Source: an optimization exercise on an open RTL-to-GDS flow (aim: small area). Production flows keep margins and buffers that such runs may drop.
Where RTL was checked, it was by simulation tests only, not by an equivalence proof against the original.
No functional check of the RTL was part of run 3.
Power and IR drop assume default switching activity.

`flow/design.v`:
```
module crc_link_engine (
    input  wire        clk,
    input  wire        rst,           
    input  wire        host_wr,
    input  wire [15:0] host_addr,
    input  wire [7:0]  host_wdata,
    output reg  [7:0]  host_rdata,
    input  wire        rx_valid,
    input  wire [7:0]  rx_data,
    output reg         rx_ready,
    output wire        tx_valid,
    output reg  [7:0]  tx_data,
    input  wire        tx_ready,
    output wire        busy
);
    localparam NB = 247;              
    localparam [3:0] S_IDLE      = 4'h0,
                     S_DRAIN     = 4'h1,
                     S_AWAIT_ACK = 4'h2,
                     S_RETRY     = 4'h3,
                     S_AWAIT_RSP = 4'h4,
                     S_SEND_RACK = 4'h5,
                     S_DRAIN_TR  = 4'h6,
                     S_DONE      = 4'h7,
                     S_FAILED    = 4'h8;
    localparam [2:0] R_NONE     = 3'd0,
                     R_OK       = 3'd1,
                     R_COMM     = 3'd2,
                     R_CORRUPT  = 3'd3,
                     R_SEQ      = 3'd4,
                     R_PAYLOAD  = 3'd5,
                     R_UNKNOWN  = 3'd6,
                     R_ABORTED  = 3'd7;
    localparam [1:0] P_HDR = 2'd0, P_PAY = 2'd1, P_CRC = 2'd2, P_END = 2'd3;
    function [15:0] crc_step;
        input [15:0] c;
        input [7:0]  x;
        integer k;
        reg [15:0] v;
        begin
            v = c ^ {x, 8'h00};
            for (k = 0; k < 8; k = k + 1)
                v = v[15] ? ((v << 1) ^ 16'h1021) : (v << 1);
            crc_step = v;
        end
    endfunction
    reg [3:0]  state;
    reg        retried;
    reg        rej;
    reg [2:0]  result;
    reg [7:0]  req_tc, req_iid, req_rc;
    reg        req_exp;
    reg [7:0]  x_tc, x_iid, x_rc;
    reg        x_exp;
    reg [7:0]  seq;
    reg [15:0] ctr;
    reg [7:0]  resp_seq;
    reg [7:0]  resp_len;
    reg [15:0] crc_acc;
    reg [7:0]  crc_data;
    reg        tx_busy;           
    reg [1:0]  ph;
    reg [7:0]  cnt;
    reg [7:0]  flen;              
    reg [15:0] crc;
    reg        fc, fr, fs;        
    reg [7:0]  t_seq, t_tc, t_iid, t_rc;
    reg [15:0] t_ctr;
    reg [8*NB-1:0] ring;
    reg [7:0]      wp;            
    assign busy     = (state >= S_DRAIN) && (state <= S_DRAIN_TR);
    wire m_drain = (state == S_DRAIN) || (state == S_DRAIN_TR);
    wire m_ack   = (state == S_AWAIT_ACK) || (state == S_RETRY);
    wire m_rsp   = (state == S_AWAIT_RSP);
    wire [7:0] bidx = host_addr[7:0];
    wire       in_buf = (host_addr[15:8] == 8'h01) && (bidx < resp_len);
    function [8:0] add8;               
        input [7:0] x, y;
        reg [7:0] g, p, g1, p1, g2, p2, g3;
        begin
            g  = x & y;
            p  = x ^ y;
            g1 = g | (p & {g[6:0], 1'b0});
            p1 = p & {p[6:0], 1'b0};
            g2 = g1 | (p1 & {g1[5:0], 2'b0});
            p2 = p1 & {p1[5:0], 2'b0};
            g3 = g2 | (p2 & {g2[3:0], 4'b0});
            add8 = {g3[7], p ^ {g3[6:0], 1'b0}};
        end
    endfunction
    wire [7:0] wm9 = wp - 8'd9;
    wire [8:0] pa  = add8(wp, ~bidx);
    wire [8:0] pb  = add8(wm9, ~bidx);
    wire [7:0] pos = pa[8] ? pa[7:0] : pb[7:0];
    reg  [15:0] dh, dl;
    always @(*) begin
        dh = 16'd0; dl = 16'd0;
        dh[pos[7:4]] = 1'b1;
        dl[pos[3:0]] = 1'b1;
    end
    wire [NB-1:0] sb;
    wire [7:0]    buf_rd;
    genvar gk, gb, gp;
    generate
        for (gk = 0; gk < NB; gk = gk + 1) begin : sel
            cle_nand2 u (.a(dh[gk/16]), .b(dl[gk%16]), .y(sb[gk]));
        end
        for (gb = 0; gb < 8; gb = gb + 1) begin : rd
            wire [123:0] y;
            wire [61:0]  z1;          
            wire [15:0]  z2;          
            wire [3:0]   z3;          
            for (gp = 0; gp < 123; gp = gp + 1) begin : pr
                cle_o22ai u (.a1(ring[16*gp + gb]), .a2(sb[2*gp]),
                             .b1(ring[16*gp + 8 + gb]), .b2(sb[2*gp + 1]), .y(y[gp]));
            end
            cle_nor2 ul (.a(ring[8*(NB-1) + gb]), .b(sb[NB-1]), .y(y[123]));
            for (gp = 0; gp < 62; gp = gp + 1) begin : l1
                cle_nor2 u (.a(y[2*gp]), .b(y[2*gp+1]), .y(z1[gp]));
            end
            for (gp = 0; gp < 15; gp = gp + 1) begin : l2
                cle_nand4 u (.a(z1[4*gp]), .b(z1[4*gp+1]), .c(z1[4*gp+2]), .d(z1[4*gp+3]), .y(z2[gp]));
            end
            cle_nand2 l2l (.a(z1[60]), .b(z1[61]), .y(z2[15]));
            for (gp = 0; gp < 4; gp = gp + 1) begin : l3
                cle_nor4 u (.a(z2[4*gp]), .b(z2[4*gp+1]), .c(z2[4*gp+2]), .d(z2[4*gp+3]), .y(z3[gp]));
            end
            assign buf_rd[gb] = &z3;
        end
    endgenerate
    always @(*) begin
        case (host_addr)
            16'h0001: host_rdata = {1'b0, rej, retried, busy, state};
            16'h0002: host_rdata = {5'b0, result};
            16'h0003: host_rdata = req_tc;
            16'h0004: host_rdata = req_iid;
            16'h0005: host_rdata = req_rc;
            16'h0006: host_rdata = {7'b0, req_exp};
            16'h0007: host_rdata = seq;
            16'h0008: host_rdata = ctr[7:0];
            16'h0009: host_rdata = ctr[15:8];
            16'h000A: host_rdata = resp_seq;
            16'h000B: host_rdata = resp_len;
            16'h000C: host_rdata = crc_data;
            16'h000D: host_rdata = crc_acc[7:0];
            16'h000E: host_rdata = crc_acc[15:8];
            default:  host_rdata = in_buf ? buf_rd : 8'h00;
        endcase
    end
    reg [7:0] fbyte;
    always @(*) begin
        case (ph)
            P_HDR: case (cnt[2:0])
                3'd0: fbyte = 8'hAA;
                3'd1: fbyte = 8'h55;
                3'd2: fbyte = (!tx_busy || flen[3]) ? 8'h80 : 8'h40;
                3'd3: fbyte = tx_busy ? flen : 8'h00;
                3'd4: fbyte = 8'h00;
                3'd5: fbyte = t_seq;
                3'd6: fbyte = crc[7:0];
                default: fbyte = crc[15:8];
            endcase
            P_PAY: case (cnt[2:0])
                3'd0: fbyte = 8'h80;
                3'd1: fbyte = t_tc;
                3'd2: fbyte = {7'b0, tx_busy};
                3'd3: fbyte = {7'b0, !tx_busy};
                3'd4: fbyte = t_iid;
                3'd5: fbyte = t_ctr[7:0];
                3'd6: fbyte = t_ctr[15:8];
                default: fbyte = t_rc;
            endcase
            default: fbyte = cnt[0] ? crc[15:8] : crc[7:0];
        endcase
    end
    always @(*) tx_data = fbyte;
    wire pay_end = (ph == P_PAY) && (cnt == flen);
    assign tx_valid = tx_busy && !pay_end;
    wire mis = rx_data != fbyte;
    wire cmd_wr   = host_wr && host_addr == 16'h0000;
    wire do_start = cmd_wr && host_wdata == 8'h10 && !busy;
    wire do_abort = cmd_wr && host_wdata == 8'h11 && busy;
    wire [7:0] slot   = cnt - 8'd8;
    wire       rsp_hbad = m_rsp && ph == P_PAY && fc;           
    wire       aligned  = (cnt[7:3] == 5'd0) || (slot == wp);
    always @(*) begin
        rx_ready = 1'b0;
        if (!do_abort && !tx_busy && (m_drain || m_ack || m_rsp) && ph != P_END && !pay_end) begin
            if (m_rsp && ph == P_PAY)
                rx_ready = !fc && aligned;
            else
                rx_ready = 1'b1;
        end
    end
    wire rx_take = rx_ready && rx_valid;
    wire tx_take = tx_valid && tx_ready;
    wire step    = tx_busy ? tx_take : rx_take;
    wire [7:0] xb = tx_busy ? tx_data : rx_data;
    wire ring_wr = rx_take && m_rsp && ph == P_PAY && cnt[7:3] != 5'd0;
    always @(posedge clk) begin
        ring <= {ring[8*(NB-1)-1:0], ring_wr ? rx_data : ring[8*NB-1 -: 8]};
    end
    wire b40 = rx_data == 8'h40;
    wire b80 = rx_data == 8'h80;
    wire b4e = rx_data == 8'h4E;
    wire b04 = rx_data == 8'h04;
    task finish;
        input [2:0] r;
        begin
            result <= r;
            if (r != R_OK) resp_len <= 8'h00;
            seq    <= seq + 8'd1;
            ctr    <= ctr + 16'd1;
            state  <= (r == R_OK) ? S_DONE : S_FAILED;
            if (!tx_busy) begin
                ph  <= P_HDR;
                cnt <= 8'd0;
            end
        end
    endtask
    task send_req;
        begin
            tx_busy <= 1'b1;
            flen    <= 8'd8;
            ph      <= P_HDR;
            cnt     <= 8'd0;
        end
    endtask
    always @(posedge clk) begin
        if (rst) begin
            state     <= S_IDLE;
            retried   <= 1'b0;
            rej       <= 1'b0;
            result    <= R_NONE;
            req_tc    <= 8'h00;
            req_iid   <= 8'h00;
            req_rc    <= 8'h00;
            req_exp   <= 1'b0;
            seq       <= 8'h00;
            ctr       <= 16'h0000;
            resp_seq  <= 8'h00;
            resp_len  <= 8'h00;
            crc_acc   <= 16'hFFFF;
            crc_data  <= 8'h00;
            tx_busy   <= 1'b0;
            ph        <= P_HDR;
            cnt       <= 8'd0;
            wp        <= 8'd0;
        end else begin
            wp <= (wp == NB - 1) ? 8'd0 : wp + 8'd1;
            if (host_wr) begin
                case (host_addr)
                    16'h0003: req_tc  <= host_wdata;
                    16'h0004: req_iid <= host_wdata;
                    16'h0005: req_rc  <= host_wdata;
                    16'h0006: req_exp <= host_wdata[0];
                    16'h0007: if (!busy) seq <= host_wdata;
                    16'h0008: if (!busy) ctr[7:0] <= host_wdata;
                    16'h0009: if (!busy) ctr[15:8] <= host_wdata;
                    16'h000C: crc_data <= host_wdata;
                    16'h0000: begin
                        case (host_wdata)
                            8'h01: crc_acc <= 16'hFFFF;
                            8'h02: crc_acc <= crc_step(crc_acc, crc_data);
                            8'h10: if (busy) rej <= 1'b1;
                            default: ;
                        endcase
                    end
                    default: ;
                endcase
            end
            if (step) begin
                if (ph == P_HDR && (cnt[2:0] == 3'd1 || cnt[2:0] == 3'd7))
                    crc <= 16'hFFFF;
                else if ((ph == P_HDR && cnt[2:0] >= 3'd2 && cnt[2:0] <= 3'd5) || ph == P_PAY)
                    crc <= crc_step(crc, xb);
                case (ph)
                    P_HDR: if (cnt[2:0] == 3'd7) begin ph <= P_PAY; cnt <= 8'd0; end
                           else cnt <= cnt + 8'd1;
                    P_PAY: cnt <= cnt + 8'd1;
                    default: begin
                        if (cnt[0] == 1'b0) cnt <= 8'd1;
                        else begin
                            cnt <= 8'd0;
                            if (tx_busy) begin
                                tx_busy <= 1'b0;
                                ph      <= P_HDR;
                            end else if (m_drain) ph <= P_HDR;
                            else ph <= P_END;
                        end
                    end
                endcase
            end else if (pay_end && !rsp_hbad) begin
                ph  <= P_CRC;
                cnt <= 8'd0;
            end
            if (rx_take) begin
                case (ph)
                    P_HDR: case (cnt[2:0])
                        3'd0: fc <= mis;
                        3'd2: begin
                            if (m_ack) begin
                                fr <= b04;
                                fc <= fc | !(b40 | b04);
                            end else if (m_rsp) begin
                                fc <= fc | mis;
                            end else begin
                                fr <= b4e;
                                fs <= b40;
                            end
                        end
                        3'd3: begin
                            if (m_rsp) begin
                                flen <= rx_data;
                                fs   <= rx_data[7:3] == 5'd0;        
                            end else begin
                                fc   <= fc | mis;
                                if (m_ack || fs) flen <= 8'd0;
                                else if (fr)     flen <= 8'd15;
                                else             flen <= rx_data;
                            end
                        end
                        3'd5: begin
                            if (m_ack) fs <= mis;
                            if (m_rsp) t_seq <= rx_data;
                        end
                        default: fc <= fc | mis;
                    endcase
                    P_PAY: if (cnt[7:3] == 5'd0) fs <= fs | mis;
                    default: fc <= fc | mis;
                endcase
            end
            if (do_start) begin
                x_tc     <= req_tc;
                x_iid    <= req_iid;
                x_rc     <= req_rc;
                x_exp    <= req_exp;
                retried  <= 1'b0;
                rej      <= 1'b0;
                result   <= R_NONE;
                resp_seq <= 8'h00;
                resp_len <= 8'h00;
                state    <= S_DRAIN;
            end else if (do_abort) begin
                finish(R_ABORTED);
            end else begin
                case (state)
                    S_DRAIN, S_DRAIN_TR: begin
                        if (rx_take && ph == P_HDR) begin
                            case (cnt[2:0])
                                3'd0, 3'd1: if (mis) finish(R_UNKNOWN);
                                3'd2: if (!(b40 | b80 | b4e)) finish(R_UNKNOWN);
                                3'd4: if (fr && (fc || rx_data != 8'h53)) finish(R_UNKNOWN);
                                default: ;
                            endcase
                        end else if (!tx_busy && ph == P_HDR && cnt == 8'd0 && !rx_valid) begin
                            if (state == S_DRAIN) begin
                                t_seq <= seq;
                                t_tc  <= x_tc;
                                t_iid <= x_iid;
                                t_rc  <= x_rc;
                                t_ctr <= ctr;
                                send_req;
                                state <= S_AWAIT_ACK;
                            end else begin
                                finish(R_OK);
                            end
                        end
                    end
                    S_AWAIT_ACK, S_RETRY: begin
                        if (ph == P_END) begin
                            if (fc) finish(R_CORRUPT);
                            else if (!fr) begin
                                if (fs) finish(R_SEQ);
                                else begin
                                    ph  <= P_HDR;
                                    cnt <= 8'd0;
                                    state <= x_exp ? S_AWAIT_RSP : S_DRAIN_TR;
                                end
                            end else if (state == S_RETRY) begin
                                finish(R_COMM);
                            end else begin
                                retried <= 1'b1;
                                send_req;
                                state   <= S_RETRY;
                            end
                        end
                    end
                    S_AWAIT_RSP: begin
                        if (rsp_hbad) finish(R_CORRUPT);
                        else if (ph == P_END) begin
                            if (fs) finish(R_PAYLOAD);
                            else if (fc) finish(R_CORRUPT);
                            else begin
                                resp_seq <= t_seq;
                                resp_len <= flen - 8'd8;
                                tx_busy  <= 1'b1;         
                                flen     <= 8'd0;
                                ph       <= P_HDR;
                                cnt      <= 8'd0;
                                state    <= S_SEND_RACK;
                            end
                        end
                    end
                    S_SEND_RACK: begin
                        if (!tx_busy) state <= S_DRAIN_TR;
                    end
                    default: ;
                endcase
            end
        end
    end
endmodule
module cle_nand2 (input wire a, input wire b, output wire y);
    assign y = ~(a & b);
endmodule
module cle_nor2 (input wire a, input wire b, output wire y);
    assign y = ~(a | b);
endmodule
module cle_o22ai (input wire a1, input wire a2, input wire b1, input wire b2, output wire y);
    assign y = ~((a1 | a2) & (b1 | b2));
endmodule
module cle_nand4 (input wire a, input wire b, input wire c, input wire d, output wire y);
    assign y = ~(a & b & c & d);
endmodule
module cle_nor4 (input wire a, input wire b, input wire c, input wire d, output wire y);
    assign y = ~(a | b | c | d);
endmodule
```
`flow/run.sh`:
```
#!/bin/bash
# synth_recipe.tcl (not shown) runs the flow's synth.tcl, then flattens the netlist and writes it again
# the make line also repeats each setting of config.mk as NAME=value (left out here)
make -C /OpenROAD-flow-scripts/flow DESIGN_CONFIG=/design/flow/config.mk WORK_HOME=/design/flow/orfs CLKGATE_MAP_FILE= SYNTH_SCRIPT=/design/flow/synth_recipe.tcl finish
```
`flow/config.mk`:
```
export PLATFORM = sky130hd
export DESIGN_NAME = crc_link_engine
export DESIGN_NICKNAME = crc_link_engine
export VERILOG_FILES = /design/flow/design.v
export SDC_FILE = /design/flow/constraint.sdc
export NUM_CORES = 4
export LEC_CHECK = 0
export CAP_MARGIN = 20
export CORE_MARGIN = 2
export CORE_UTILIZATION = 60
export CTS_BUF_LIST = sky130_fd_sc_hd__clkbuf_8 sky130_fd_sc_hd__clkbuf_16
export CTS_CLUSTER_DIAMETER = 100
export CTS_CLUSTER_SIZE = 24
export GPL_TIMING_DRIVEN = 0
export PLACE_DENSITY = 0.7
export SLEW_MARGIN = 20
export SYNTH_HIERARCHICAL = 1
export SYNTH_MINIMUM_KEEP_SIZE = 0
```
`flow/constraint.sdc`:
```
create_clock -name core_clock -period 10.0 [get_ports {clk}]
set_input_delay 2.0000 -clock core_clock [delete_from_list [all_inputs] [get_ports {clk}]]
set_output_delay 2.0000 -clock core_clock [all_outputs]
set_load 0.01 [all_outputs]
```
==> results.yml, run 1 <==
route:
  drt_wl_total_mm: 175
  drt_pass1_iterations: 7
  antenna_left: 0
  vias: 44900
  drcViolationCount: 0
  wl_per_cell_um: 24.1
  vias_per_cell: 6.18
  drt_iter0_drc: 4411
critical_path:
  endpoint_kind: "primary output"
  required_ns: 8.00
  reg2regPathDepth: 16
  critPathKind: "input pin to primary output"
  critPathTopFamily: "simple AND/OR/NAND/NOR gates"
  cp_data_arrival_time_ns: 8.02
  cpPeakStageDelay_ns: 0.54
  crit-reg2reg-launch: "cnt[0]"
  path_buf_inv: 9
  crit_slowest_cell: "nand4_1"
  crit_path_max_fanout: 10
  cp-start-kind: "input pin"
  reg2reg_to: "fc"
  regToRegSetupSlack_ns: 3.52
place:
  numPortBuffers: 39
  dp_hpwl_mm: 127
  place.gp.congestion: 0.990
  pre_cts_ws_ns: -2.95
  dp_cells: 7104
  placed_area_um2: 67300
final_layout:
  area_delta_synth_final_pct: 10.4
  fin_nets: 5905
  drive_gt1_frac: 0.0756
  fin_util: 0.667
  final_area_um2: 71200
  fin_cells: 7255
floorplanning:
  die_area_um2: 110000
  die_y_um: 332
  floorplan.initialDensity: 0.604
  num_rows: 120
  coreArea_um2: 107000
  die_w_um: 332
  io_pins: 56
logic_synthesis:
  synth_mux_area_frac: 0.0157
  synthAdderAreaFrac: 0.00800
  synth_top_family_by_area: "compound AO/OA/AOI/OAI gates"
  yosysTopAreaCell: "dfxtp_1"
  ys_warn_count: 7
  synth_ff_type: "dfxtp_1"
  synth-compound-area-share: 0.141
  synth_area_leaders: "dfxtp_1 (65%), o22ai_1 (9.9%), edfxtp_1 (4.7%)"
  synth_top_area_frac: 0.650
  yosys.area_share.simple: 0.111
  synth_xor_xnor_area_share: 0.0171
  avgSynthCellArea_um2: 11.5
  async_flop_share: 0
  syn_area_um2: 64400
  synth_edf_count: 100
  seq_area_frac_synth: 0.697
  netlist_instances: 5620
  syn-num-nets: 5697
  ys_types: 82
  ys_ff_latch: 2193
pwr:
  p_leak_nw: 27.8
  power_w: 0.0151
  p_per_area_nw_per_um2: 212
  ir_worst_vdd_mv: 0.192
global_routing:
  gr-usage-met3: 0.0498
  grt_util_all_layers: 0.309
  grt_pass1_vias: 42800
  grt_antenna_before_repair: 2
  grt-busiest-layer: "met2"
  globalRouteOverflowTotal: 0
  use_met2: 0.483
  grt_max_degree: 30
  grt_pass1_wl_mm: 262
  gr-usage-met1: 0.434
clocking:
  clock_latency_ns: 0.73
  cts_made_buffers: 104
  cts_tree: "yes"
  path_clk_slew_ns: 0.09
  root_buffer: "clkbuf_16"
  htreeDepth: 3
  holdBufCountCts: 0
  cts_max_path_buffers: 3
  cts.sinks: 2193
timing:
  fin_ws_ns: -0.0158
  setup_viol: 1
  min_period_over_period: 1.00
  min_period_ns: 10.02
  final_max_slew_viol_count: 0
  hold_viol: 0
  relSlewSlack: 0.246
  fin_worst_skew_ns: 0.0278
  clock.fmax_mhz: 99.8
  worstMarginPinSlew_ns: 1.12
hold_path:
  holdCritPathClass: "flip-flop to flip-flop"
  hold_depth: 0
  hold_end: "ring[42]"
  hp-start: "ring[34]"
run:
  drv_cap: 0
status:
  so.violations: "negative setup slack"
  status: "finished with violations"
-- synthesized netlist by cell type, types with 12 or more instances --
master	n
dfxtp_1	2093
o22ai_1	1019
nor2_1	675
nand2_1	429
a21oi_1	139
nand4_1	137
edfxtp_1	100
clkbuf_1	96
o21ai_0	86
nor3_1	83
nand3_1	74
xor2_1	66
mux2i_1	62
xnor2_1	60
inv_1	52
ha_1	38
nor4_2	33
mux2_2	29
a22oi_1	22
a222oi_1	18
and2_1	18
nand2b_1	16
or3_1	16
nor4_1	15
a211oi_1	14
nor3b_1	14
a21o_1	13
a31oi_1	13
nor2b_1	13
and3_1	12
-- per-layer routing --
metal	wire [um]	vias up	part of all wire
li1	-	21000	-
met1	77200	21900	0.44
met2	78400	1642	0.45
met3	12300	354	0.070
met4	7130	0	0.041
met5	0	-	0
-- cells by family (layout without fill, tap and decap cells) --
family / after synthesis / in the layout
other: 0 / 2
XOR/XNOR: 126 / 126
AO/OA/AOI/OAI: 1431 / 1431
AND/OR/NAND/NOR: 1568 / 1568
buffers and inverters: 168 / 398
flip-flops: 2193 / 2193
multiplexers: 94 / 94
adder cells (fa/ha/maj): 40 / 40
-- what timing repair did --
action	4_1_cts	5_1_grt
setup buffers	14	8
gates resized for setup	186	49
pin swaps	61	17
setup endpoints to repair	8	8
-- Yosys stat by module (local to each module, per instance) --
module / cell area [um^2] / cells / flip-flops and latches / times used
cle_nand4: 6.26 / 1 / 0 / 120
cle_nand2: 3.75 / 1 / 0 / 255
cle_nor4: 12.5 / 1 / 0 / 32
cle_o22ai: 6.26 / 1 / 0 / 984
crc_link_engine: 54300 / 3725 / 2193 / 1
cle_nor2: 3.75 / 1 / 0 / 504
-- state kept, by name, indices dropped and copies added, names as in the netlist, 16 cells and up --
name / cells
ctr: 16
t_ctr: 16
crc: 16
crc_acc: 16
ring: 1976
-- how the worst max path moves through the flow --
stage / start / to / slack [ns] / cells after the start
3_3_place_gp: host_addr[0] / host_rdata[3] / -7.16 / 25
5_1_grt: host_addr[0] / host_rdata[5] / -0.06 / 29
4_1_cts: host_addr[1] / host_rdata[0] / 0.002 / 22
2_1_floorplan: host_addr[0] / host_rdata[0] / 0.68 / 23
3_5_place_dp: host_addr[0] / host_rdata[5] / -2.95 / 28
6_report: host_addr[0] / host_rdata[5] / -0.02 / 29
-- area by class of cell --
| class | instances | area, um^2 |
|---|---|---|
| clock inverters | 21 | 223 |
| flip-flops and latches | 2193 | 44900 |
| diodes | 2 | 5.00 |
| multi-input cells | 3259 | 19800 |
| plain buffers | 113 | 488 |
| well taps | 1403 | 1760 |
| repair buffers | 103 | 1070 |
| clock buffers | 107 | 2670 |
| inverters | 54 | 214 |
| fillers | 8152 | 35600 |
-- placed cells by master, fill, tap and decap left out, types with 10 or more instances in the layout --
master           count
a31oi_1             13
o22ai_1           1019
mux2_2              28
a21oi_1            136
and3_1              12
a211oi_1            14
clkbuf_1            91
and2_1              18
xnor2_1             58
xor2_1              63
clkbuf_16          107
nor4_2              10
ha_1                36
edfxtp_1           100
a22o_1              11
nor3_1              72
a22oi_1             22
clkdlybuf4s50_1     26
or3_1               16
nor2b_1             12
nand3_1             74
a21o_1              13
nand2_4             10
a222oi_1            18
o21ai_0             77
nor4_1              13
nand2b_1            14
nand4_1            137
nand2_2             72
buf_4               44
nand2_1            345
nor2_1             655
inv_1               56
buf_2               11
nor2_4              15
dfxtp_1           2093
nor3b_1             12
mux2i_1             59
nor4_4              27
-- worst register-to-register path: stages (launching register included) --
cell and delay, ns:
dfxtp_1 0.38, clkbuf_1 0.43, buf_1 0.63, inv_1 0.25, ha_1 0.28, buf_6 0.15, nor4_1 0.56, buf_2 0.39
a221oi_1 0.14, o21ai_0 0.31, nor3b_1 0.71, xor2_1 0.21, nor4_4 0.69, nand2_2 0.30, buf_4 0.30, a211o_1 0.29
a22o_1 0.19
-- through the flow --
step	TNS [ns]	hold WS (ns)
2_1_floorplan	0	0.332
3_3_place_gp	-56.24	0.332
3_5_place_dp	-21.62	0.337
4_1_cts	0	0.342
5_1_grt	-0.116	0.345
6_report	-0.0158	0.338
-- power by group --
part	leakage [nW]	switching (W)	internal [W]
Sequential	17.9	0.00000936	0.00879
Clock	1.44	0.00264	0.00194
Combinational	8.45	0.00120	0.000523
Total	27.8	0.00385	0.0113
==> run 2, diff against run 1 <==
--- a/flow/config.mk
+++ b/flow/config.mk
@@ -11,7 +11,6 @@
 export CTS_BUF_LIST = sky130_fd_sc_hd__clkbuf_8 sky130_fd_sc_hd__clkbuf_16
 export CTS_CLUSTER_DIAMETER = 100
 export CTS_CLUSTER_SIZE = 24
-export GPL_TIMING_DRIVEN = 0
 export PLACE_DENSITY = 0.7
 export SLEW_MARGIN = 20
 export SYNTH_HIERARCHICAL = 1
==> run 2 against run 1 <==
Now clean on timing, DRC and antenna. Clock skew down 0.0048 ns. Via count rose by 4.1%. Worst hold slack better by 0.0057 ns. Combinational power grew 16%. Sequential power hardly changed. Clock power fell by 2%. Global-route usage up 0.78 points. Total power increased by 1.1%. Critical path type unchanged.
==> results.yml, run 2 <==
status:
  status: "no timing/DRC/antenna violations"
timing:
  min_period_over_period: 0.988
  relSlewSlack: 0.283
  clock.fmax_mhz: 101
  worstMarginPinSlew_ns: 1.07
  min_period_ns: 9.88
  hold_viol: 0
  whs_ns: 0.343
  finalSetupTns_ns: 0
  final_max_slew_viol_count: 0
  fin_worst_skew_ns: 0.0230
  setup_viol: 0
final_layout:
  area_delta_synth_final_pct: 16.8
  fin_cells: 7693
  final_common_cell: "dfxtp_1"
  largest_register_ffs: 1976
  final_area_um2: 75300
  antenna_cells: 0
  fillers: 7644
  drive_gt1_frac: 0.142
  regMostFlops: "ring"
  fin_util: 0.705
  final_cell_mix: "dfxtp_1 (2093), o22ai_1 (1019), nor2_1 (662)"
  fin_nets: 6352
place:
  placed_area_um2: 72000
  dp_cells: 7564
  dp_hpwl_mm: 130
  place.gp.congestion: 1.00
  numPortBuffers: 55
critical_path:
  cp_data_arrival_time_ns: 7.88
  reg2regPathDepth: 14
  required_ns: 8.00
  cpPeakStageDelay_ns: 0.58
  crit_path_max_fanout: 13
  crit-reg2reg-launch: "cnt[2]"
  reg2reg_to: "ctr[13]"
  critPathKind: "input pin to primary output"
  cp-start-kind: "input pin"
  endpoint_kind: "primary output"
  crit_slowest_cell: "nor4_4"
  path_buf_inv: 12
  cp_common_cell: "buf_4"
  critPathTopFamily: "buffers and inverters"
  regToRegSetupSlack_ns: 4.13
  path_depth: 29
floorplanning:
  die_area_um2: 110000
  die_y_um: 332
  coreArea_um2: 107000
  io_pins: 56
  floorplan.initialDensity: 0.604
  num_rows: 120
  die_w_um: 332
logic_synthesis:
  synth_area_leaders: "dfxtp_1 (65%), o22ai_1 (9.9%), edfxtp_1 (4.7%)"
  synth_ff_type: "dfxtp_1"
  syn_area_um2: 64400
  ys_types: 82
  async_flop_share: 0
  seq_area_frac_synth: 0.697
  avgSynthCellArea_um2: 11.5
  syn-num-nets: 5697
  synth_edf_count: 100
  ys_top_cells_by_count: "dfxtp_1 (2093), o22ai_1 (1019), nor2_1 (675), nand2_1 (429), a21oi_1 (139)"
  ys_warn_count: 7
  netlist_instances: 5620
  synth_top_area_frac: 0.650
  ys_ff_latch: 2193
  yosysMostFrequentCell: "dfxtp_1"
  yosysTopAreaCell: "dfxtp_1"
pwr:
  switching_share: 0.251
  power_frac_seq: 0.576
  clkPwrFrac: 0.293
  p_comb_frac: 0.130
  p_leak_nw: 30.2
  ir_worst_vdd_mv: 0.208
  p_per_area_nw_per_um2: 203
  intPower_w: 0.0114
  power.switching_w: 0.00384
global_routing:
  globalRouteOverflowTotal: 0
  grt_max_degree: 65
  grt_pass1_vias: 45600
  grt_antenna_before_repair: 6
  grt_pass1_wl_mm: 271
  grt_util_all_layers: 0.317
clocking:
  path_clk_slew_ns: 0.09
  cts_made_buffers: 101
  cts_tree: "yes"
  holdBufCountCts: 0
  root_buffer: "clkbuf_16"
  cts_max_path_buffers: 3
  htreeDepth: 3
  cts.sinks: 2193
  clock_latency_ns: 0.72
route:
  m1WireLength_mm: 79.8
  wl_per_cell_um: 23.4
  drt_iter0_drc: 4995
  wl_met2_mm: 80.1
  drt_pass1_iterations: 6
  drcViolationCount: 0
  top_layer_used: "met5"
  wl_met3_mm: 13.1
  vias_per_cell: 6.07
  antenna_left: 0
  vias: 46700
  drt_wl_total_mm: 180
hold_path:
  hp-start: "ring[1471]"
  hold_depth: 0
  hold_end: "ring[1479]"
  holdCritPathClass: "flip-flop to flip-flop"
run:
  drv_cap: 0
-- run 2: cell counts after synthesis --
No cell type changed its count.
-- run 2: logic make-up (layout without fill, tap and decap cells) --
kind of cell             Yosys count  count (layout)  synth area share
flip-flops                      2193            2193             0.697
XOR/XNOR                         126             126            0.0171
adder cells (fa/ha/maj)           40              40           0.00800
buffers and inverters            168             837            0.0102
multiplexers                      94              94            0.0157
AND/OR/NAND/NOR                 1568            1569             0.111
AO/OA/AOI/OAI                   1431            1431             0.141
-- run 2: stage by stage --
| step | power [W] | setup slack (ns) |
|---|---|---|
| 2_1_floorplan | 0.00963 | 0.684 |
| 3_3_place_gp | 0.0108 | -1.13 |
| 3_5_place_dp | 0.0108 | -1.26 |
| 4_1_cts | 0.0152 | -0.0717 |
| 5_1_grt | 0.0157 | -0.0334 |
| 6_report | 0.0153 | 0.119 |
-- run 2: cell type report --
class | instances | area, um^2 | share of cell area
flip-flops and latches | 2193 | 44900 | 0.597
clock inverters | 15 | 135 | 0.00180
multi-input cells | 3260 | 19500 | 0.259
well taps | 1403 | 1760 | 0.0233
repair buffers | 665 | 6150 | 0.0818
clock buffers | 103 | 2580 | 0.0342
inverters | 54 | 204 | 0.00271
-- run 2: worst max-delay path by stage --
| stage | start | to | slack (ns) |
|---|---|---|---|
| 3_3_place_gp | host_addr[0] | host_rdata[3] | -1.13 |
| 2_1_floorplan | host_addr[0] | host_rdata[0] | 0.68 |
| 4_1_cts | host_addr[2] | host_rdata[3] | -0.07 |
| 3_5_place_dp | host_addr[0] | host_rdata[3] | -1.26 |
| 5_1_grt | host_addr[2] | host_rdata[5] | -0.03 |
| 6_report | host_addr[1] | host_rdata[3] | 0.12 |
-- run 2: per-module statistics from Yosys, one instance, submodules excluded --
| module | copies in the design | flip-flops and latches | cell area (um^2) |
|---|---|---|---|
| crc_link_engine | 1 | 2193 | 54300 |
| cle_nor4 | 32 | 0 | 12.5 |
| cle_nand4 | 120 | 0 | 6.26 |
| cle_o22ai | 984 | 0 | 6.26 |
| cle_nand2 | 255 | 0 | 3.75 |
| cle_nor2 | 504 | 0 | 3.75 |
-- run 2: power by group through the flow --
stage | sequential [W] | clock (W) | combinational, W
after floorplan | 0.00900 | 0 | 0.000632
final | 0.00880 | 0.00448 | 0.00199
after global routing | 0.00880 | 0.00482 | 0.00204
after global placement | 0.00900 | 0 | 0.00179
after CTS | 0.00880 | 0.00453 | 0.00188
after detailed placement | 0.00900 | 0 | 0.00180
-- run 2: what timing repair did --
item | 4_1_cts | 5_1_grt
resized for setup | 40 | 62
gates cloned | 0 | 1
buffers inserted | 6 | 3
endpoints found under the setup margin | 8 | 8
pin swaps | 17 | 34
-- run 2: metal layers --
layer  track usage  up-vias
met5             0        -
met2         0.495     1819
met4         0.114        2
met3        0.0479      363
li1              -    21900
met1         0.449    22700
==> run 3, diff against run 2 <==
--- a/flow/design.v
+++ b/flow/design.v
@@ -74,24 +74,12 @@
     wire m_rsp   = (state == S_AWAIT_RSP);
     wire [7:0] bidx = host_addr[7:0];
     wire       in_buf = (host_addr[15:8] == 8'h01) && (bidx < resp_len);
-    function [8:0] add8;               
-        input [7:0] x, y;
-        reg [7:0] g, p, g1, p1, g2, p2, g3;
-        begin
-            g  = x & y;
-            p  = x ^ y;
-            g1 = g | (p & {g[6:0], 1'b0});
-            p1 = p & {p[6:0], 1'b0};
-            g2 = g1 | (p1 & {g1[5:0], 2'b0});
-            p2 = p1 & {p1[5:0], 2'b0};
-            g3 = g2 | (p2 & {g2[3:0], 4'b0});
-            add8 = {g3[7], p ^ {g3[6:0], 1'b0}};
-        end
-    endfunction
     wire [7:0] wm9 = wp - 8'd9;
-    wire [8:0] pa  = add8(wp, ~bidx);
-    wire [8:0] pb  = add8(wm9, ~bidx);
-    wire [7:0] pos = pa[8] ? pa[7:0] : pb[7:0];
+    wire [7:0] pa, pb;
+    wire       ca, cb;
+    cle_addn ua (.x(wp),  .xn(~wp),  .n(bidx), .s(pa), .co(ca));
+    cle_addn ub (.x(wm9), .xn(~wm9), .n(bidx), .s(pb), .co(cb));
+    wire [7:0] pos = ca ? pa : pb;
     reg  [15:0] dh, dl;
     always @(*) begin
         dh = 16'd0; dl = 16'd0;
@@ -426,3 +414,59 @@
 module cle_nor4 (input wire a, input wire b, input wire c, input wire d, output wire y);
     assign y = ~(a | b | c | d);
 endmodule
+module cle_xnor2 (input wire a, input wire b, output wire y);
+    assign y = ~(a ^ b);
+endmodule
+module cle_xor2 (input wire a, input wire b, output wire y);
+    assign y = a ^ b;
+endmodule
+module cle_a21o (input wire a1, input wire a2, input wire b1, output wire y);
+    assign y = (a1 & a2) | b1;
+endmodule
+module cle_and2 (input wire a, input wire b, output wire y);
+    assign y = a & b;
+endmodule
+module cle_addn (input wire [7:0] x, input wire [7:0] xn, input wire [7:0] n,
+                 output wire [7:0] s, output wire co);
+    wire [7:0] g0, p0, g1, p1, g2, p2, g3;
+    genvar i;
+    generate
+        for (i = 0; i < 8; i = i + 1) begin : b
+            cle_nor2  ug (.a(xn[i]), .b(n[i]), .y(g0[i]));
+            cle_xnor2 up (.a(x[i]), .b(n[i]), .y(p0[i]));
+            if (i >= 1) begin : l1
+                cle_a21o ug1 (.a1(p0[i]), .a2(g0[i-1]), .b1(g0[i]), .y(g1[i]));
+                if (i >= 2) begin : lp1
+                    cle_and2 up1 (.a(p0[i]), .b(p0[i-1]), .y(p1[i]));
+                end else begin : np1
+                    assign p1[i] = 1'b0;
+                end
+            end else begin : n1
+                assign g1[i] = g0[i];
+                assign p1[i] = 1'b0;
+            end
+            if (i >= 2) begin : l2
+                cle_a21o ug2 (.a1(p1[i]), .a2(g1[i-2]), .b1(g1[i]), .y(g2[i]));
+                if (i >= 4) begin : lp2
+                    cle_and2 up2 (.a(p1[i]), .b(p1[i-2]), .y(p2[i]));
+                end else begin : np2
+                    assign p2[i] = 1'b0;
+                end
+            end else begin : n2
+                assign g2[i] = g1[i];
+                assign p2[i] = 1'b0;
+            end
+            if (i >= 4) begin : l3
+                cle_a21o ug3 (.a1(p2[i]), .a2(g2[i-4]), .b1(g2[i]), .y(g3[i]));
+            end else begin : n3
+                assign g3[i] = g2[i];
+            end
+            if (i >= 1) begin : ls
+                cle_xor2 us (.a(p0[i]), .b(g3[i-1]), .y(s[i]));
+            end else begin : ns
+                assign s[i] = p0[i];
+            end
+        end
+    endgenerate
+    assign co = g3[7];
+endmodule
--- a/flow/config.mk
+++ b/flow/config.mk
@@ -11,7 +11,9 @@
 export CTS_BUF_LIST = sky130_fd_sc_hd__clkbuf_8 sky130_fd_sc_hd__clkbuf_16
 export CTS_CLUSTER_DIAMETER = 100
 export CTS_CLUSTER_SIZE = 24
+export GPL_TIMING_DRIVEN = 0
 export PLACE_DENSITY = 0.7
+export SETUP_SLACK_MARGIN = 0.2
 export SLEW_MARGIN = 20
 export SYNTH_HIERARCHICAL = 1
 export SYNTH_MINIMUM_KEEP_SIZE = 0
==> run 3 against run 2 <==
Still clean. Die area grew 1.1%. Clock-buffer cell count up 5. Clock skew grew 0.0099 ns. Sequential share of layout area rose by 3.3 points. Sequential power about the same. Critical path depth is 9 lower. Non-clock buffer count down 462. Cell area is 5.2% lower. Register-to-register slack worse by 0.35 ns. Critical path type unchanged.
==> results.yml, run 3 <==
clocking:
  htreeDepth: 3
  cts_made_buffers: 103
  cts_tree: "yes"
  root_buffer: "clkbuf_16"
  clock_latency_ns: 0.74
  path_clk_slew_ns: 0.09
  holdBufCountCts: 0
  cts.sinks: 2193
  cts_max_path_buffers: 3
critical_path:
  path_depth: 20
  reg2reg_to: "resp_len[0]"
  crit-reg2reg-launch: "cnt[0]"
  critPathKind: "input pin to primary output"
  endpoint_kind: "primary output"
  path_buf_inv: 4
  cp_data_arrival_time_ns: 7.63
  crit_path_max_fanout: 10
  cpPeakStageDelay_ns: 0.58
  crit_slowest_cell: "nor4_4"
  regToRegSetupSlack_ns: 3.78
  required_ns: 8.00
  critPathTopFamily: "simple AND/OR/NAND/NOR gates"
  crit_chain: "clkdlybuf4s15_2 > nor2_2 > a21o_1 > a21o_1 > a21o_1 > clkbuf_4 > mux2i_1 > nand3_2 > xnor2_4 > or2_2 > nor2_4 > buf_16 > nand2_1 > o22ai_1 > nor2_1 > nand4_1 > nor4_4 > nand4_1 > o21ai_2 > clkdlybuf4s50_1"
  reg2regPathDepth: 14
  cp_common_cell: "a21o_1"
  cp-start-kind: "input pin"
final_layout:
  fin_util: 0.665
  area_delta_synth_final_pct: 9.46
  fin_cells: 7314
  drive_gt1_frac: 0.0579
  final_cell_mix: "dfxtp_1 (2093), o22ai_1 (1016), nor2_1 (659)"
  largest_register_ffs: 1976
  final_common_cell: "dfxtp_1"
  fin_nets: 5952
  regMostFlops: "ring"
logic_synthesis:
  syn_area_um2: 65200
  syn-num-nets: 5765
  ys_warn_count: 7
  netlist_instances: 5705
  avgSynthCellArea_um2: 11.4
route:
  top_layer_used: "met5"
  wl_met3_mm: 14.5
  vias: 46400
  wl_per_cell_um: 25.3
  drt_pass1_iterations: 7
  drcViolationCount: 0
  drt_iter0_drc: 4751
  m1WireLength_mm: 79.8
  vias_per_cell: 6.34
  antenna_left: 0
  drt_wl_total_mm: 185
  wl_met2_mm: 83.4
timing:
  hold_viol: 0
  relSlewSlack: 0.188
  rsz0062_at_grt: "no"
  finalSetupTns_ns: 0
  worstMarginPinSlew_ns: 1.21
  min_period_ns: 9.63
  setup_viol: 0
  min_period_over_period: 0.963
  fin_worst_skew_ns: 0.0329
  clock.fmax_mhz: 104
  final_max_slew_viol_count: 0
global_routing:
  globalRouteOverflowTotal: 0
  grt_pass1_vias: 44400
  grt_util_all_layers: 0.324
  grt_max_degree: 28
  grt_pass1_wl_mm: 276
  grt_antenna_before_repair: 5
floorplanning:
  io_pins: 56
  die_area_um2: 111000
  die_w_um: 334
  coreArea_um2: 107000
  num_rows: 120
  die_y_um: 334
  floorplan.initialDensity: 0.607
status:
  status: "no timing/DRC/antenna violations"
pwr:
  p_leak_nw: 27.8
  p_per_area_nw_per_um2: 213
  ir_worst_vdd_mv: 0.205
place:
  numPortBuffers: 48
  place.gp.congestion: 1.02
  dp_cells: 7185
  dp_hpwl_mm: 135
hold_path:
  hp-start: "ring[184]"
  holdCritPathClass: "flip-flop to flip-flop"
  hold_end: "ring[192]"
  hold_depth: 0
run:
  drv_cap: 0
run 3: what timing repair did:
action                                  CTS  global route
resized for setup                        54            32
endpoints found under the setup margin    8             8
setup buffers                             0             5
pin swaps                                 3            14
run 3: how the worst max path moves through the flow:
stage	start	endpoint
finish	host_addr[0]	host_rdata[2]
global route	host_addr[3]	host_rdata[3]
CTS	host_addr[5]	host_rdata[7]
detailed placement	host_addr[2]	host_rdata[2]
global placement	host_addr[2]	host_rdata[2]
floorplan	host_addr[2]	host_rdata[0]
run 3: cell type report:
cell class / instances / area, um^2
sequential: 2193 / 44900
fill: 8100 / 36000
multi-input combinational: 3335 / 20100
clock buffer: 108 / 2680
tap: 1403 / 1760
timing repair buffer: 82 / 1010
buffer: 121 / 512
inverter: 56 / 210
clock inverter: 14 / 171
antenna: 2 / 5.00
run 3: through the flow:
step	hold WS (ns)	cell area, um^2	worst slack (ns)	total power [W]
final	0.329	71300	0.368	0.0152
after floorplan	0.332	65200	2.25	0.00976
after global placement	0.332	67400	-4.26	0.0105
after CTS	0.332	71200	0.249	0.0152
after global routing	0.339	71300	0.204	0.0156
after detailed placement	0.337	68100	-1.36	0.0107
run 3: worst register-to-register path, delay by kind of cell, from the launching register on:
family,cells,cell delay [ns]
DFF,1,0.37
adders and majority gates,1,0.43
AOI/OAI and AO/OA,7,2.76
and+or+nand+nor,2,0.90
buffers and inverters,4,1.71
run 3: power by group:
part | switching [W] | internal [W]
Sequential | 0.00000833 | 0.00879
Combinational | 0.00128 | 0.000570
Clock | 0.00265 | 0.00194
run 3: metal layers:
metal,up-vias,global-route usage
met4,10,0.129
li1,21400,-
met1,22600,0.451
met5,-,0
met2,1952,0.510
met3,417,0.0517
==> run 4, diff against run 3 <==
--- a/flow/design.v
+++ b/flow/design.v
@@ -54,7 +54,7 @@
     reg        x_exp;
     reg [7:0]  seq;
     reg [15:0] ctr;
-    reg [7:0]  resp_seq;
+    reg        rsv;               
     reg [7:0]  resp_len;
     reg [15:0] crc_acc;
     reg [7:0]  crc_data;
@@ -127,7 +127,7 @@
             16'h0007: host_rdata = seq;
             16'h0008: host_rdata = ctr[7:0];
             16'h0009: host_rdata = ctr[15:8];
-            16'h000A: host_rdata = resp_seq;
+            16'h000A: host_rdata = rsv ? t_seq : 8'h00;
             16'h000B: host_rdata = resp_len;
             16'h000C: host_rdata = crc_data;
             16'h000D: host_rdata = crc_acc[7:0];
@@ -226,7 +226,7 @@
             req_exp   <= 1'b0;
             seq       <= 8'h00;
             ctr       <= 16'h0000;
-            resp_seq  <= 8'h00;
+            rsv       <= 1'b0;
             resp_len  <= 8'h00;
             crc_acc   <= 16'hFFFF;
             crc_data  <= 8'h00;
@@ -326,7 +326,7 @@
                 retried  <= 1'b0;
                 rej      <= 1'b0;
                 result   <= R_NONE;
-                resp_seq <= 8'h00;
+                rsv      <= 1'b0;
                 resp_len <= 8'h00;
                 state    <= S_DRAIN;
             end else if (do_abort) begin
@@ -380,7 +380,7 @@
                             if (fs) finish(R_PAYLOAD);
                             else if (fc) finish(R_CORRUPT);
                             else begin
-                                resp_seq <= t_seq;
+                                rsv      <= 1'b1;
                                 resp_len <= flen - 8'd8;
                                 tx_busy  <= 1'b1;         
                                 flen     <= 8'd0;
--- a/flow/config.mk
+++ b/flow/config.mk
@@ -13,7 +13,6 @@
 export CTS_CLUSTER_SIZE = 24
 export GPL_TIMING_DRIVEN = 0
 export PLACE_DENSITY = 0.7
-export SETUP_SLACK_MARGIN = 0.2
 export SLEW_MARGIN = 20
 export SYNTH_HIERARCHICAL = 1
 export SYNTH_MINIMUM_KEEP_SIZE = 0
==> run 4 against run 3 <==
The layout now fails its checks (negative setup slack). Combinational power up 100%. Cell area down 1.1%. Sequential cell count down 7. Highest routed layer unchanged. Wire length down 3.6%. Clock skew up 0.019 ns. Sequential share of layout area up 0.49 points. Synthesized cell count down 1.2%. Fmax down 4.5%. Clock power down 2%. Non-clock buffer count down 24. Global-route usage down 1.1 points. Largest cell class unchanged.
==> results.yml, run 4 <==
status:
  status: "finished with violations"
  so.violations: "negative setup slack"
place:
  numPortBuffers: 45
  pre_cts_ws_ns: -1.77
  placed_area_um2: 67400
  place.gp.congestion: 0.997
  dp_hpwl_mm: 130
pwr:
  ir_worst_vdd_mv: 0.190
  p_leak_nw: 27.6
  p_per_area_nw_per_um2: 246
floorplanning:
  floorplan.initialDensity: 0.603
  die_y_um: 332
  die_w_um: 332
  num_rows: 120
  die_area_um2: 110000
  io_pins: 56
  coreArea_um2: 107000
final_layout:
  final_cell_mix: "dfxtp_1 (2086), o22ai_1 (1004), nor2_1 (673)"
  fin_nets: 5875
  largest_register_ffs: 1976
  area_delta_synth_final_pct: 9.42
  regMostFlops: "ring"
  final_common_cell: "dfxtp_1"
  drive_gt1_frac: 0.0585
  final_area_um2: 70600
timing:
  clock.fmax_mhz: 99.1
  fin_worst_skew_ns: 0.0520
  rsz0062_at_grt: "yes"
  relSlewSlack: 0.209
  final_max_slew_viol_count: 0
  whs_ns: 0.335
  min_period_ns: 10.09
  min_period_over_period: 1.01
  worstMarginPinSlew_ns: 1.19
  fin_ws_ns: -0.0886
  hold_viol: 0
  setup_viol: 3
hold_path:
  holdCritPathClass: "flip-flop to flip-flop"
route:
  wl_per_cell_um: 24.7
  wl_met2_mm: 76.5
  wl_met3_mm: 15.5
  drt_pass1_iterations: 7
  top_layer_used: "met5"
  drt_iter0_drc: 4933
  m1WireLength_mm: 80.9
  antenna_left: 0
  drt_wl_total_mm: 179
  vias_per_cell: 6.23
  vias: 45100
  drcViolationCount: 0
logic_synthesis:
  netlist_instances: 5635
  syn-num-nets: 5695
  ys_warn_count: 7
  avgSynthCellArea_um2: 11.4
  syn_area_um2: 64500
clocking:
  cts.sinks: 2186
  root_buffer: "clkbuf_16"
  cts_made_buffers: 102
  htreeDepth: 3
  cts_tree: "yes"
  path_clk_slew_ns: 0.09
  clock_latency_ns: 0.75
  cts_max_path_buffers: 3
  holdBufCountCts: 0
critical_path:
  cp_data_arrival_time_ns: 8.09
  path_buf_inv: 4
  endpoint_kind: "primary output"
  crit_chain: "clkdlybuf4s15_2 > xnor2_2 > a21o_1 > a21o_1 > a21o_1 > buf_4 > mux2i_1 > ha_1 > o21ai_1 > nand4_1 > nor2_4 > buf_16 > nand2_1 > o22ai_1 > nor2_1 > nand4_1 > nor4_4 > nand4_1 > o21ai_1 > clkdlybuf4s50_1"
  critPathTopFamily: "simple AND/OR/NAND/NOR gates"
  cp-start-kind: "input pin"
  cpPeakStageDelay_ns: 0.68
  crit_path_max_fanout: 10
  critPathKind: "input pin to primary output"
  crit_slowest_cell: "nor4_4"
  required_ns: 8.00
global_routing:
  grt_max_degree: 26
  grt_pass1_vias: 42700
  grt_util_all_layers: 0.313
  globalRouteOverflowTotal: 0
  grt_antenna_before_repair: 6
  grt_pass1_wl_mm: 264
run:
  drv_cap: 0
==> run 4: timing repair <==
action | 4_1_cts | 5_1_grt
gates resized for setup | 58 | 44
pin swaps | 8 | 20
buffers inserted | 2 | 0
endpoints found under the setup margin | 8 | 8
==> run 4: path summary, 6_finish.rpt <==
path,start,endpoint,slack (ns),cells after the start
worst max-delay path,host_addr[1],host_rdata[0],-0.09,20
worst min-delay path,ring[522],ring[530],0.34,0
worst min register to register,ring[522],ring[530],0.34,0
worst max register to register,cnt[0],ctr[1],4.23,15
==> run 4: worst reg2reg max path: cells and delay by family (launching register included) <==
kind | cells | cell delay [ns]
simple gates | 2 | 1.00
buf+inv | 5 | 1.56
xor+xnor | 1 | 0.22
fa+ha+maj | 1 | 0.26
flops | 1 | 0.39
compound gates | 6 | 2.21
==> run 4: cell type report <==
| class | count | area, um^2 |
|---|---|---|
| Clock buffer | 103 | 2580 |
| Antenna cell | 7 | 17.5 |
| Fill cell | 8255 | 36300 |
| Clock inverter | 18 | 184 |
| Buffer | 103 | 437 |
| Timing Repair Buffer | 76 | 980 |
| Inverter | 53 | 199 |
| Multi-Input combinational cell | 3293 | 19700 |
| Sequential cell | 2186 | 44800 |
| Tap cell | 1403 | 1760 |
==> run 4: per-layer routing <==
metal | track usage | vias to the layer above
met5 | 0 | -
met3 | 0.0511 | 362
li1 | - | 21000
met4 | 0.104 | 2
met1 | 0.467 | 21900
met2 | 0.466 | 1921
==> run 4: where the power goes <==
| group | switching (W) | internal [W] |
|---|---|---|
| combinational | 0.00255 | 0.00118 |
| sequential | 0.000199 | 0.00889 |
| clock | 0.00263 | 0.00187 |
==> run 4: stage by stage <==
| stage | util | TNS, ns | total power (W) | cells |
|---|---|---|---|---|
| 5_1_grt | 0.660 | -0.334 | 0.0178 | 7239 |
| 4_1_cts | 0.659 | 0 | 0.0172 | 7235 |
| 6_report | 0.660 | -0.107 | 0.0173 | 7242 |
| 3_3_place_gp | 0.624 | -33.95 | 0.0126 | 7083 |
| 2_1_floorplan | - | 0 | 0.0111 | 5635 |
| 3_5_place_dp | 0.631 | -13.17 | 0.0127 | 7112 |
==> run 5, diff against run 4 <==
--- a/flow/config.mk
+++ b/flow/config.mk
@@ -13,6 +13,7 @@
 export CTS_CLUSTER_SIZE = 24
 export GPL_TIMING_DRIVEN = 0
 export PLACE_DENSITY = 0.7
+export SETUP_SLACK_MARGIN = 0.2
 export SLEW_MARGIN = 20
 export SYNTH_HIERARCHICAL = 1
 export SYNTH_MINIMUM_KEEP_SIZE = 0
==> run 5 against run 4 <==
The run now finishes clean. Largest power group unchanged. Via count barely moved. Global-route usage is essentially flat. Worst setup slack improved by 0.30 ns.
==> results.yml, run 5 <==
floorplanning:
  die_area_um2: 110000
  floorplan.initialDensity: 0.603
  die_y_um: 332
  die_w_um: 332
  num_rows: 120
  coreArea_um2: 107000
  io_pins: 56
route:
  wl_per_cell_um: 24.6
  antenna_left: 0
  drt_wl_total_mm: 178
  drcViolationCount: 0
  drt_iter0_drc: 4911
  vias_per_cell: 6.23
  vias: 45100
  drt_pass1_iterations: 6
final_layout:
  largest_register_ffs: 1976
  area_delta_synth_final_pct: 9.75
  final_common_cell: "dfxtp_1"
  fin_cells: 7242
  final_cell_mix: "dfxtp_1 (2086), o22ai_1 (1004), nor2_1 (671)"
  drive_gt1_frac: 0.0682
  final_area_um2: 70800
  regMostFlops: "ring"
  fin_util: 0.662
  fin_nets: 5876
timing:
  hold_viol: 0
  whs_ns: 0.332
  setup_viol: 0
  rsz0062_at_grt: "yes"
  clock.fmax_mhz: 102
  min_period_over_period: 0.979
  worstMarginPinSlew_ns: 1.19
  min_period_ns: 9.79
  fin_worst_skew_ns: 0.0476
  final_max_slew_viol_count: 0
  relSlewSlack: 0.209
critical_path:
  crit_path_max_fanout: 10
  crit_chain: "clkdlybuf4s15_2 > xnor2_2 > a21o_1 > a21o_1 > a21o_2 > buf_4 > mux2i_2 > ha_1 > xnor2_2 > nand2b_2 > nor2_4 > buf_16 > nand2_2 > o22ai_1 > nor2_1 > nand4_1 > nor4_4 > nand4_1 > o21ai_2 > clkdlybuf4s50_1"
  required_ns: 8.00
  cpPeakStageDelay_ns: 0.70
  crit-reg2reg-launch: "cnt[0]"
  cp-start-kind: "input pin"
  regToRegSetupSlack_ns: 4.27
  reg2reg_to: "ctr[7]"
  cp_data_arrival_time_ns: 7.79
  critPathKind: "input pin to primary output"
  crit_slowest_cell: "nor4_4"
  endpoint_kind: "primary output"
  reg2regPathDepth: 15
global_routing:
  grt_max_degree: 26
  grt_util_all_layers: 0.314
  grt_pass1_wl_mm: 265
  grt_pass1_vias: 42700
  globalRouteOverflowTotal: 0
  grt_antenna_before_repair: 9
place:
  place.gp.congestion: 0.997
  dp_hpwl_mm: 130
  numPortBuffers: 45
  dp_cells: 7112
  placed_area_um2: 67400
pwr:
  p_per_area_nw_per_um2: 245
  ir_worst_vdd_mv: 0.190
  p_leak_nw: 27.6
  power_w: 0.0174
clocking:
  htreeDepth: 3
  path_clk_slew_ns: 0.09
  cts.sinks: 2186
  cts_max_path_buffers: 3
  cts_made_buffers: 102
  holdBufCountCts: 0
  root_buffer: "clkbuf_16"
  clock_latency_ns: 0.75
  cts_tree: "yes"
hold_path:
  holdCritPathClass: "flip-flop to flip-flop"
  hold_end: "ring[1551]"
  hp-start: "ring[1543]"
  hold_depth: 0
logic_synthesis:
  netlist_instances: 5635
  syn_area_um2: 64500
  syn-num-nets: 5695
  avgSynthCellArea_um2: 11.4
  ys_warn_count: 7
run:
  drv_cap: 0
status:
  status: "no timing/DRC/antenna violations"
==> run 5: layout make-up <==
type,count,area [um^2]
Clock inverter,18,184
Sequential cell,2186,44800
Buffer,103,437
Inverter,53,199
Timing Repair Buffer,77,1000
Clock buffer,103,2580
Tap cell,1403,1760
Fill cell,8237,36100
Multi-Input combinational cell,3293,19900
Antenna cell,6,15.0
==> run 5: per-stage QoR <==
step / TNS (ns) / worst slack (ns)
2_1_floorplan: 0 / 2.25
3_3_place_gp: -33.95 / -4.30
3_5_place_dp: -13.17 / -1.77
4_1_cts: 0 / 0.131
5_1_grt: 0 / 0.142
6_report: 0 / 0.207
==> run 5: how the worst max path moves through the flow <==
stage / start / end / slack [ns] / cells after the start
global placement: host_addr[2] / host_rdata[4] / -4.30 / 19
floorplan: host_addr[2] / host_rdata[0] / 2.25 / 16
finish: host_addr[1] / host_rdata[5] / 0.21 / 20
detailed placement: host_addr[2] / host_rdata[7] / -1.77 / 20
global route: host_addr[1] / host_rdata[1] / 0.14 / 21
CTS: host_addr[1] / host_rdata[1] / 0.13 / 21
==> run 5: critical path, delay by kind of cell <==
kind | cells | cell delay, ns
and+or+nand+nor | 7 | 2.18
buffers and inverters | 4 | 1.38
AOI/OAI and AO/OA | 5 | 1.18
xor gates and xnor gates | 2 | 0.56
adders and majority gates | 1 | 0.27
muxes | 1 | 0.18
==> run 5: repair_timing <==
action	CTS	global route
gates resized for setup	77	88
pin swaps	18	21
endpoints found under the setup margin	8	8
buffers inserted	2	1
==> run 5: power by group <==
group / switching, W / leakage [nW] / internal (W)
registers: 0.000199 / 17.8 / 0.00889
clock network: 0.00263 / 1.38 / 0.00187
logic: 0.00258 / 8.43 / 0.00119
==> run 5: layer usage <==
metal | track usage | part of all wire | up-vias
met5 | 0 | 0.00057 | -
met4 | 0.102 | 0.032 | 12
met3 | 0.0523 | 0.085 | 386
met2 | 0.466 | 0.43 | 1915
met1 | 0.467 | 0.45 | 21800
li1 | - | - | 21000
==> run 6, diff against run 5 <==
--- a/flow/config.mk
+++ b/flow/config.mk
@@ -9,8 +9,8 @@
 export CORE_MARGIN = 2
 export CORE_UTILIZATION = 60
 export CTS_BUF_LIST = sky130_fd_sc_hd__clkbuf_8 sky130_fd_sc_hd__clkbuf_16
-export CTS_CLUSTER_DIAMETER = 100
-export CTS_CLUSTER_SIZE = 24
+export CTS_CLUSTER_DIAMETER = 80
+export CTS_CLUSTER_SIZE = 32
 export GPL_TIMING_DRIVEN = 0
 export PLACE_DENSITY = 0.7
 export SETUP_SLACK_MARGIN = 0.2
==> run 6 against run 5 <==
Critical path type unchanged. Sequential power barely moved. Clock power down 6.4%. First-iteration DRC count increased by 2.2%. Die area is the same. Worst hold slack gained 0.0041 ns. Wire length fell by 0.30%. Clock skew shrank 0.0012 ns. Still clean on timing, DRC and antenna. Combinational power about the same. Largest power group unchanged. Synthesized cell count unchanged. Register-to-register slack got worse by 0.06 ns. Worst setup slack got worse by 0.046 ns.
==> results.yml, run 6 <==
status:
  status: "no timing/DRC/antenna violations"
clocking:
  holdBufCountCts: 0
  cts_tree: "yes"
  root_buffer: "clkbuf_16"
  htreeDepth: 3
  path_clk_slew_ns: 0.12
  cts_max_path_buffers: 3
  cts.sinks: 2186
  clock_latency_ns: 0.73
  cts_made_buffers: 83
timing:
  clock.fmax_mhz: 102
  whs_ns: 0.336
  hold_viol: 0
  setup_viol: 0
  min_period_over_period: 0.984
  worstMarginPinSlew_ns: 1.18
  min_period_ns: 9.84
  final_max_slew_viol_count: 0
  relSlewSlack: 0.211
  finalSetupTns_ns: 0
  fin_worst_skew_ns: 0.0464
  rsz0062_at_grt: "no"
route:
  drcViolationCount: 0
  drt_wl_total_mm: 178
  vias: 45100
  antenna_left: 0
  drt_iter0_drc: 5021
  drt_pass1_iterations: 8
  wl_per_cell_um: 24.6
  wl_met3_mm: 14.9
  vias_per_cell: 6.24
  wl_met2_mm: 76.5
  top_layer_used: "met5"
  m1WireLength_mm: 81.0
floorplanning:
  coreArea_um2: 107000
  die_area_um2: 110000
  die_y_um: 332
  num_rows: 120
  io_pins: 56
  die_w_um: 332
  floorplan.initialDensity: 0.603
critical_path:
  path_depth: 20
  crit_slowest_cell: "nor4_4"
  crit_chain: "clkdlybuf4s15_2 > xnor2_2 > and2_1 > and2_1 > a21o_2 > buf_4 > mux2i_2 > ha_1 > xnor2_2 > nand2b_4 > nor2_4 > buf_16 > nand2_1 > o22ai_1 > nor2_1 > nand4_1 > nor4_4 > nand4_1 > o21ai_1 > clkdlybuf4s50_1"
  endpoint_kind: "primary output"
  required_ns: 8.00
  reg2regPathDepth: 15
  cp-start-kind: "input pin"
  crit_path_max_fanout: 10
  critPathTopFamily: "simple AND/OR/NAND/NOR gates"
  critPathKind: "input pin to primary output"
  cp_data_arrival_time_ns: 7.84
  path_buf_inv: 4
  cpPeakStageDelay_ns: 0.71
place:
  dp_hpwl_mm: 130
  place.gp.congestion: 0.997
  numPortBuffers: 45
logic_synthesis:
  syn-num-nets: 5695
  avgSynthCellArea_um2: 11.4
  netlist_instances: 5635
  ys_warn_count: 7
  syn_area_um2: 64500
global_routing:
  grt_pass1_vias: 42300
  grt_antenna_before_repair: 9
  globalRouteOverflowTotal: 0
  grt_pass1_wl_mm: 263
  grt_max_degree: 34
  grt_util_all_layers: 0.312
pwr:
  p_per_area_nw_per_um2: 243
  ir_worst_vdd_mv: 0.230
  p_leak_nw: 27.4
hold_path:
  holdCritPathClass: "flip-flop to flip-flop"
  hold_depth: 0
final_layout:
  final_cell_mix: "dfxtp_1 (2086), o22ai_1 (1004), nor2_1 (672)"
  seqCellArea_um2: 44800
  regMostFlops: "ring"
  final_common_cell: "dfxtp_1"
  fin_nets: 5859
  area_delta_synth_final_pct: 8.98
  fillers: 8303
  largest_register_ffs: 1976
  multi_input_area_um2: 19700
  drive_gt1_frac: 0.0584
run:
  drv_cap: 0
==> run 6: power by group <==
part	leakage, nW	switching (W)	internal [W]
sequential	17.8	0.000201	0.00890
combinational	8.37	0.00256	0.00119
clock	1.20	0.00261	0.00161
total	27.4	0.00537	0.0117
==> run 6: worst reg2reg max path, stage by stage, from the launching register on <==
cell and delay [ns]:
dfxtp_1 0.40, buf_2 0.30, clkbuf_1 0.55, inv_1 0.21, ha_1 0.26, clkbuf_1 0.23, nor4_4 0.57, buf_6 0.25
a211oi_1 0.16, a211oi_1 0.55, xnor2_1 0.22, nand4_1 0.42, o21ai_0 0.76, a21oi_1 0.39, o31ai_1 0.29, o41ai_1 0.12
==> run 6: path summary, 6_finish.rpt <==
| check | end | startpoint | slack, ns |
|---|---|---|---|
| worst max-delay path | host_rdata[5] | host_addr[7] | 0.16 |
| worst min-delay path | ring[242] | ring[234] | 0.34 |
| worst max register to register | seq[7] | cnt[0] | 4.21 |
| worst min register to register | ring[242] | ring[234] | 0.34 |
==> run 6: layout make-up <==
cell class	count	share of cell area
Antenna cell	5	0.000178
Buffer	103	0.00621
Clock buffer	85	0.0303
Clock inverter	21	0.00445
Inverter	53	0.00283
Multi-Input combinational cell	3293	0.280
Sequential cell	2186	0.637
Tap cell	1403	0.0250
Timing Repair Buffer	79	0.0140
==> run 6: per-layer routing <==
layer	GRT usage	up-vias
met4	0.0925	4
li1	-	21000
met2	0.465	1898
met5	0	-
met3	0.0535	343
met1	0.467	21900
==> run 6: timing repair <==
action / CTS / global route
gates resized for setup: 84 / 35
setup buffers: 3 / 2
endpoints found under the setup margin: 8 / 8
pin swaps: 19 / 13
==> run 6: metrics by stage <==
step	area, um^2	utilization	total power (W)	instances	setup WS (ns)
floorplan	64500	-	0.0111	5635	2.25
global placement	66700	0.624	0.0126	7083	-4.30
detailed placement	67400	0.631	0.0127	7112	-1.77
CTS	70200	0.657	0.0169	7221	0.148
global route	70300	0.658	0.0175	7227	0.199
finish	70300	0.658	0.0171	7228	0.161

## static timing again, ports no longer ideal
How much do the figures lean on ideal ports? The routed layouts below were timed once more, with nothing changed but the port constraints. Step 1: set_driving_cell puts a clkbuf_16 on clk and a buf_2 on each other input, an assumption about the parent block. Step 2 also shifts input and output timing later by t, the mid clock arrival at the registers, as if the neighbouring blocks saw the same clock. Slacks: no drivers / after step 1 / after step 2; pairs: no drivers / after step 1.
run	t, ns	setup slack, ns	worst setup path after step 2	worst slew at a driven data input, ns
run 1	0.790	-0.016 / -0.038 / -0.038	input to output	0.10
run 2	0.782	0.119 / 0.078 / 0.078	input to output	0.10
run 3	0.793	0.368 / 0.343 / 0.343	input to output	0.07
run 4	0.801	-0.089 / -0.165 / -0.165	input to output	0.10
run 5	0.798	0.207 / 0.183 / 0.183	input to output	0.10
run 6	0.778	0.161 / 0.138 / 0.138	input to output	0.10
The setup slack of run 4, which loses most, moves by -0.076 ns with the drivers and by -0.076 ns with both steps.
